This is an optimization exercise on Yosys and OpenROAD, whose aim is small area, a short achievable clock period and few clock cycles, not a production implementation.
Where RTL was checked, it was by simulation tests only, not by an equivalence proof against the original.
No activity file was given, so power comes from the tool's default toggle rates.

==> inputs of try-xenon <==
==> flow/design.v (excerpt) <==
module msdenc (
    input  wire        clk,
    input  wire        rst,
    input  wire        host_valid,
    output wire        host_ready,
    input  wire        host_write,
    input  wire        host_arr,
    input  wire [2:0]  host_id,
    input  wire [7:0]  host_idx,
    input  wire [63:0] host_wdata,
    output reg         rd_valid,
    output reg  [63:0] rd_data
);
Settings: LEC_CHECK=0, CAP_MARGIN=20, CELL_PAD_IN_SITES_DETAIL_PLACEMENT=1, CELL_PAD_IN_SITES_GLOBAL_PLACEMENT=2, CORE_MARGIN=2, CORE_UTILIZATION=45, PLACE_DENSITY=0.6, SLEW_MARGIN=20; clock period 10.0 ns.
run.sh (not shown) runs the stock make flow with config.mk's settings and CLKGATE_MAP_FILE= SYNTH_SCRIPT=/design/flow/synth_recipe.tcl, a recipe that flattens the netlist after the stock synthesis.
==> try-raven (differences from try-xenon) <==
--- a/flow/design.v
+++ b/flow/design.v
@@ -90,32 +90,36 @@
     reg [16:0] pos;         
     reg [4:0]  widx;        
     reg        ewide;       
     reg [5:0]  elen;        
     reg        p_valid;
     reg        msd_pend;    
     reg [63:0] p_data;      
     reg [6:0]  p_len;
+    reg [3:0]  p_nb;        
     reg [16:0] p_pos;
     reg [7:0]  cbyte;       
-    assign host_ready = !busy;
-    wire accept = host_valid && !busy;
+    reg        ready_q;     
+    reg        rdok_q;      
+    wire       early = rdok_q && !host_write && !host_arr;
+    assign host_ready = ready_q || early;
+    wire accept = host_valid && (!busy || early);
     wire reg_wr = accept &&  host_write && !host_arr;
     wire arr_wr = accept &&  host_write &&  host_arr;
     wire cmd_wr = reg_wr && (host_idx == 8'h00);
     function [6:0] alnum;     
         input [7:0] c;
         begin
-            if (c >= 8'h30 && c <= 8'h39)      alnum = {1'b1, c[5:0] - 6'h30};
-            else if (c >= 8'h41 && c <= 8'h48) alnum = {1'b1, c[5:0] + 6'd9};
-            else if (c >= 8'h4A && c <= 8'h4E) alnum = {1'b1, c[5:0] + 6'd8};
-            else if (c == 8'h50)               alnum = {1'b1, 6'd23};
-            else if (c >= 8'h52 && c <= 8'h5A) alnum = {1'b1, c[5:0] + 6'd6};
-            else                               alnum = 7'd0;
+            alnum[6] = (c >= 8'h30 && c <= 8'h39) || (c >= 8'h41 && c <= 8'h48) ||
+                       (c >= 8'h4A && c <= 8'h4E) || (c == 8'h50) ||
+                       (c >= 8'h52 && c <= 8'h5A);
+            if (!c[6])      alnum[5:0] = {2'b00, c[3:0]};
+            else if (!c[4]) alnum[5:0] = {2'b00, c[3:0]} + ((c[3] && (c[2] || c[1])) ? 6'd8 : 6'd9);
+            else            alnum[5:0] = {1'b0, c[4:0]} + ((c[3:0] == 4'd0) ? 6'd7 : 6'd6);
         end
     endfunction
     wire [6:0]   cmd_al = alnum(host_wdata[15:8]);
     wire [16:0]  vin_ok;
     wire [101:0] vin_codes;      
     genvar gi;
     generate
         for (gi = 0; gi < 17; gi = gi + 1) begin : g_vin
@@ -219,29 +223,31 @@
     wire [12:0] msd_len = 13'd239 + {10'd0, pc}
                         + (r_n1p ? 13'd20 : 13'd0) + (r_n2p ? 13'd20 : 13'd0)
                         + (r_paxp ? 13'd8 : 13'd0)
                         + (r_opt ? (13'd16 + {2'd0, r_oid_len, 3'd0} + {2'd0, r_data_len, 3'd0}) : 13'd0);
     reg        vr_ver_bad, vr_vt_bad, vr_vin_bad, vr_lat_bad, vr_lon_bad, vr_dir_bad;
     reg        vr_n1lat_bad, vr_n1lon_bad, vr_n2lat_bad, vr_n2lon_bad;
     reg [4:0]  vr_vin_idx;
     reg [12:0] vr_len;
+    reg [6:0]  vr_t2len;    
     always @(posedge clk) begin
         vr_ver_bad   <= (r_version != 8'd1);
         vr_vt_bad    <= !vt_ok;
         vr_vin_bad   <= !(&vin_ok);
         vr_vin_idx   <= vin_bad;
         vr_lat_bad   <= !lat_ok;
         vr_lon_bad   <= !lon_ok;
         vr_dir_bad   <= !dir_ok;
         vr_n1lat_bad <= r_n1p && !n1lat_ok;
         vr_n1lon_bad <= r_n1p && !n1lon_ok;
         vr_n2lat_bad <= r_n2p && !n2lat_ok;
         vr_n2lon_bad <= r_n2p && !n2lon_ok;
         vr_len       <= msd_len;
+        vr_t2len     <= prop_all ? 7'd64 : 7'd59 + {4'd0, pc};
     end
     reg       v_fail;
     reg [5:0] v_cause;
     reg [4:0] v_index;
     always @* begin
         v_fail = 1'b1;
         v_index = 5'd0;
         if (vr_ver_bad)                  v_cause = C_VERSION;
@@ -295,27 +301,30 @@
     wire [16:0] arg_end = {1'b0, w_b} + {9'd0, w_a};
     wire cmd_good = cmd_wr && op_ok && !rsv_bad;
     wire emit_cmd = (w_op == OP_ENCBITS) || (w_op == OP_ENCWIDE);
     wire do_era   = cmd_good && (w_op == OP_ENCERA);
     wire do_diag  = cmd_good && (w_op == OP_MAPDIAG);
     wire do_crash = cmd_good && (w_op == OP_MAPCRASH);
     wire [7:0] bidx = busy ? pos[10:3] : host_idx;          
     wire [4:0] widx_m = busy ? widx : host_idx[7:3];         
-    wire [8*256-1:0] buf_pad = {{(8*116){1'b0}}, buf_f};
-    wire [7:0]  buf_rd = buf_pad[8*bidx +: 8];
-    wire [8*256-1:0] oid_pad = {8'd0, oid_f};
-    wire [8*256-1:0] dat_pad = {8'd0, dat_f};
-    wire [63:0] oid_wl = oid_pad[64*widx_m +: 64];           
-    wire [63:0] dat_wl = dat_pad[64*widx_m +: 64];
+    wire [15:0] bsel_h = 16'd1 << bidx[7:4];
+    wire [15:0] bsel_l = 16'd1 << bidx[3:0];
+    wire [31:0] wsel_oh = 32'd1 << widx_m;
+    reg  [7:0]  buf_rd;
     reg  [63:0] oid_w, dat_w;                                
     always @* begin
-        for (k = 0; k < 8; k = k + 1) begin
-            oid_w[63-8*k -: 8] = oid_wl[8*k +: 8];
-            dat_w[63-8*k -: 8] = dat_wl[8*k +: 8];
+        buf_rd = 8'd0;
+        for (k = 0; k < 140; k = k + 1)
+            buf_rd = buf_rd | (buf_f[8*k +: 8] & {8{bsel_h[k/16] & bsel_l[k%16]}});
+        oid_w = 64'd0;
+        dat_w = 64'd0;
+        for (k = 0; k < 255; k = k + 1) begin
+            oid_w[63-8*(k%8) -: 8] = oid_w[63-8*(k%8) -: 8] | (oid_f[8*k +: 8] & {8{wsel_oh[k/8]}});
+            dat_w[63-8*(k%8) -: 8] = dat_w[63-8*(k%8) -: 8] | (dat_f[8*k +: 8] & {8{wsel_oh[k/8]}});
         end
     end
     wire [8:0] oid_rem = {1'b0, r_oid_len} - {1'b0, widx, 3'd0};
     wire [8:0] dat_rem = {1'b0, r_data_len} - {1'b0, widx, 3'd0};
     wire [15:0] val16 = ewide ? r_wide : {8'd0, src_f[7:0]};
     reg        s_push;
     reg [63:0] s_data;
     reg [6:0]  s_len;
@@ -344,17 +353,17 @@
             end
             PH_T1: begin
                 s_data = {r_msgid, r_auto, r_test, r_trust, r_vtype[3:0] - 4'd1,
                           vin_codes[101:54], vin_codes[53]};
                 s_len  = 7'd64;
             end
             PH_T2: begin
                 s_data = {vin_codes[52:0], pe[11:1]};
-                s_len  = prop_all ? 7'd64 : 7'd59 + {4'd0, pc};
+                s_len  = vr_t2len;
             end
             PH_T2B: begin
                 s_data = {1'b1, 63'd0};
                 s_len  = 7'd1;
             end
             PH_T3: begin
                 s_data = {r_ts, ~r_lat[31], r_lat[30:0]};
                 s_len  = 7'd64;
@@ -389,26 +398,30 @@
                 s_data = {buf_rd << pos[2:0], 56'd0};
                 s_len  = 7'd8 - {4'd0, pos[2:0]};
             end
             default: begin
                 s_push = 1'b0;
             end
         endcase
     end
+    wire [6:0]  s_e = {4'd0, s_pos[2:0]} + s_len;
     wire [16:0] pos_nx = (ph == PH_PRE) ? pos : pos + {10'd0, s_len};
     always @(posedge clk) begin
         if (rst) begin
             busy    <= 1'b0;
+            ready_q <= 1'b1;
+            rdok_q  <= 1'b0;
             ph      <= PH_DONE;
             p_valid <= 1'b0;
             msd_pend <= 1'b0;
         end else begin
             p_valid <= s_push;
             msd_pend <= cmd_good && (w_op == OP_ENCMSD);
+            if (msd_pend) rdok_q <= 1'b1;
             if (busy) begin
                 pos <= pos_nx;
                 case (ph)
                     PH_HDR:  ph <= r_opt ? ((r_oid_len != 8'd0) ? PH_OID : PH_DLEN) : PH_T1;
                     PH_OID: begin
                         if (oid_rem <= 9'd8) begin ph <= PH_DLEN; widx <= 5'd0; end
                         else widx <= widx + 5'd1;
                     end
@@ -426,68 +439,89 @@
                     PH_PRE:  ph <= (!ewide && (elen[5] || elen[4])) ? PH_VAL : PH_BIT;
                     PH_VAL:  ph <= (pos_nx[2:0] != 3'd0) ? PH_FLUSH : PH_DONE;
                     PH_BIT: begin
                         widx <= widx - 5'd1;
                         if (widx == 5'd0) ph <= (pos_nx[2:0] != 3'd0) ? PH_FLUSH : PH_DONE;
                     end
                     PH_FLUSH: ph <= PH_DONE;
                     default: begin
-                        busy <= 1'b0;
+                        busy    <= 1'b0;
+                        ready_q <= 1'b1;
+                        rdok_q  <= 1'b0;
                     end
                 endcase
             end else if (cmd_good && w_op == OP_ENCMSD) begin
-                busy <= 1'b1;
+                busy    <= 1'b1;
+                ready_q <= 1'b0;
                 ph   <= PH_HDR;
                 pos  <= 17'd0;
                 widx <= 5'd0;
             end else if (cmd_good && emit_cmd && !len_bad && !arg_end[16] && !a_zero) begin
-                busy  <= 1'b1;
+                busy    <= 1'b1;
+                rdok_q  <= 1'b1;
+                ready_q <= 1'b0;
                 ph    <= PH_PRE;
                 pos   <= {1'b0, w_b};
                 widx  <= w_a[4:0] - 5'd1;
                 elen  <= w_a[5:0];
                 ewide <= (w_op == OP_ENCWIDE);
             end
         end
     end
     always @(posedge clk) begin
         p_data <= s_data;
         p_len  <= s_len;
         p_pos  <= s_pos;
+        p_nb   <= s_e[6:3];
     end
     wire [2:0]  wb  = p_pos[2:0];
     wire [2:0]  wfl = p_pos[5:3];
     wire [10:0] ww0 = p_pos[16:6];
-    wire [7:0]  c_sh = cbyte >> (4'd8 - {1'b0, wb});
     reg  [63:0] pre;
+    reg  [7:0]  c_wrap;    
     always @* begin
         pre = p_data;
-        for (k = 0; k < 8; k = k + 1)
-            if (k < wb) pre[k] = c_sh[k];
+        c_wrap = 8'd0;
+        case (wb)
+            3'd1: begin pre[0:0] = cbyte[7:7]; c_wrap[7:7] = p_data[0:0]; end
+            3'd2: begin pre[1:0] = cbyte[7:6]; c_wrap[7:6] = p_data[1:0]; end
+            3'd3: begin pre[2:0] = cbyte[7:5]; c_wrap[7:5] = p_data[2:0]; end
+            3'd4: begin pre[3:0] = cbyte[7:4]; c_wrap[7:4] = p_data[3:0]; end
+            3'd5: begin pre[4:0] = cbyte[7:3]; c_wrap[7:3] = p_data[4:0]; end
+            3'd6: begin pre[5:0] = cbyte[7:2]; c_wrap[7:2] = p_data[5:0]; end
+            3'd7: begin pre[6:0] = cbyte[7:1]; c_wrap[7:1] = p_data[6:0]; end
+            default: ;
+        endcase
     end
     wire [63:0] r1 = wb[0]  ? {pre[0],     pre[63:1]}  : pre;
     wire [63:0] r2 = wb[1]  ? {r1[1:0],    r1[63:2]}   : r1;
     wire [63:0] r3 = wb[2]  ? {r2[3:0],    r2[63:4]}   : r2;
     wire [63:0] r4 = wfl[0] ? {r3[7:0],    r3[63:8]}   : r3;
     wire [63:0] r5 = wfl[1] ? {r4[15:0],   r4[63:16]}  : r4;
     wire [63:0] rot = wfl[2] ? {r5[31:0],  r5[63:32]}  : r5;
-    wire [7:0] we_end = {1'b0, wb} + p_len;       
-    wire [3:0] nb = we_end[6:3];                  
+    wire [3:0] nb = p_nb;                         
     reg  [7:0] lane_lo, lane_hi;                   
     reg  [2:0] rel;
     always @* begin
         for (k = 0; k < 8; k = k + 1) begin
             rel = k[2:0] - wfl;
             lane_lo[k] = p_valid && ({1'b0, rel} < nb) && (k[2:0] >= wfl);
             lane_hi[k] = p_valid && ({1'b0, rel} < nb) && (k[2:0] <  wfl);
         end
     end
     wire [2:0] cl = wfl + nb[2:0];
-    wire [7:0] c_next = we_end[6] ? (p_data[7:0] << (4'd8 - {1'b0, wb})) : rot[63-8*cl -: 8];
+    wire [7:0] cl_oh = 8'd1 << cl;
+    reg  [7:0] c_lane;
+    always @* begin
+        c_lane = 8'd0;
+        for (k = 0; k < 8; k = k + 1)
+            c_lane = c_lane | (rot[63-8*k -: 8] & {8{cl_oh[k]}});
+    end
+    wire [7:0] c_next = nb[3] ? c_wrap : c_lane;
     always @(posedge clk)
         if (p_valid) cbyte <= c_next;
     reg [17:0] wsel;
     always @* begin
         for (k = 0; k < 18; k = k + 1) wsel[k] = (ww0 == k);
     end
     wire [17:0] wsel_up = {wsel[16:0], 1'b0};      
     always @(posedge clk) begin
@@ -607,21 +641,34 @@
                         res_code_ff <= !cmd_al[6];
                     end
                     OP_ENCERA: res_bits <= era_bits;
                     default: ;
                 endcase
             end
         end
     end
-    wire [8*32-1:0] vin_pad = {{(8*15){1'b0}}, vin_f};
-    wire [7:0] vin_rd = vin_pad[8*host_idx[4:0] +: 8];
+    wire [31:0] vsel_oh = 32'd1 << host_idx[4:0];
+    reg  [7:0] vin_rd;
+    always @* begin
+        vin_rd = 8'd0;
+        for (k = 0; k < 17; k = k + 1)
+            vin_rd = vin_rd | (vin_f[8*k +: 8] & {8{vsel_oh[k]}});
+    end
     wire [7:0] src_rd = src_f[8*host_idx[1:0] +: 8];
-    wire [7:0] oid_rd = oid_w[63-8*host_idx[2:0] -: 8];
-    wire [7:0] dat_rd = dat_w[63-8*host_idx[2:0] -: 8];
+    wire [7:0] hsel_oh = 8'd1 << host_idx[2:0];
+    reg  [7:0] oid_rd, dat_rd;
+    always @* begin
+        oid_rd = 8'd0;
+        dat_rd = 8'd0;
+        for (k = 0; k < 8; k = k + 1) begin
+            oid_rd = oid_rd | (oid_w[63-8*k -: 8] & {8{hsel_oh[k]}});
+            dat_rd = dat_rd | (dat_w[63-8*k -: 8] & {8{hsel_oh[k]}});
+        end
+    end
     reg [7:0] arr_mux;
     always @* begin
         arr_mux = 8'd0;
         case (host_id)
             3'd0: if (host_idx[7:2] == 6'd0)  arr_mux = src_rd;
             3'd1: if (host_idx[7:5] == 3'd0)  arr_mux = vin_rd;
             3'd2: arr_mux = oid_rd;
             3'd3: arr_mux = dat_rd;
Settings changed: CORE_UTILIZATION 45 to 38, CTS_BUF_LIST from default to sky130_fd_sc_hd__clkbuf_16, CTS_CLUSTER_DIAMETER from default to 60, CTS_CLUSTER_SIZE from default to 30, PLACE_DENSITY 0.6 to 0.5, SETUP_SLACK_MARGIN from default to 5.
==> run summary <==
Proportion of power drawn by flip-flops and latches: try-xenon 0.499; try-raven 0.513
Setup Crit Path Kind: try-xenon reg2reg; try-raven in2reg
Nets: try-xenon 18900; try-raven 18300
Final Critical Period: try-xenon 7100 ps; try-raven 5630 ps
Global Route met3 Usage: try-xenon 0.124; try-raven 0.180
Mean instance size in the synthesized netlist: try-xenon 14.5 um2; try-raven 14.7 um2
Switching power: try-xenon 13.5 mW; try-raven 13.8 mW
Run status: try-xenon timing/DRC/antenna clean; try-raven timing/DRC/antenna clean
Transition time at the pin with the least slew margin: try-xenon 1330 ps; try-raven 1380 ps
Compound-gate portion of the synthesized area: try-xenon 0.107; try-raven 0.138
Clock buffer count: try-xenon 832; try-raven 550
Post-synth design cell area: try-xenon 263000 um2; try-raven 246000 um2
Sequential-to-total area share from yosys stat: try-xenon 0.677; try-raven 0.725
Total internal power: try-xenon 41.9 mW; try-raven 40.0 mW
Wire length after detailed routing: try-xenon 1230000 um; try-raven 1570000 um
Simple-gate area share of the yosys netlist: try-xenon 0.0776; try-raven 0.0811
Multi-input combinational cell count: try-xenon 10500; try-raven 9283
Final Wtd Congestion: try-xenon 1.05; try-raven 1.08
Register cell area after layout: try-xenon 178000 um2; try-raven 178000 um2
Total core area: try-xenon 582000 um2; try-raven 645000 um2
Worst Setup Slack, final: try-xenon 2900 ps; try-raven 4370 ps
Normalized max-slew margin: try-xenon 0.105; try-raven 0.0722
Testbench counts of try-raven, summed over its fixed seeds: cycles 17,486.
Function not checked in try-xenon: the RTL went through the layout flow alone.

-- what the ideal ports hide --
How much do the figures lean on ideal ports? The routed layouts below were timed once more, with nothing changed but the port constraints.
Step 1 (the two cells are an assumption about what drives the block):
set clk [get_ports {clk}]
set_driving_cell -lib_cell sky130_fd_sc_hd__clkbuf_16 $clk
set_driving_cell -lib_cell sky130_fd_sc_hd__buf_2 [delete_from_list [all_inputs] $clk]
Step 2 moves the port delays by t, midway between the first and last clock arrival at a register: inputs arrive t later, outputs are due t later. That takes back most of the time a late clock gives input paths.
Three values: ideal, step 1, step 2; two values: the first two.
run	t, ns	setup WS [ns]	hold slack, ns	worst setup path after step 2	clock arrival spread, ns
try-xenon	1.281	2.904 / 2.904 / 1.946	0.402 / 0.402 / 0.402	input to register	0.112 / 0.111
try-raven	1.333	4.368 / 4.499 / 3.165	0.423 / 0.423 / 0.423	input to register	0.104 / 0.103
After both steps every run listed still meets setup and hold. For try-raven, which loses most, drivers alone change the setup slack by +0.131 ns; drivers and shift together by -1.203 ns.
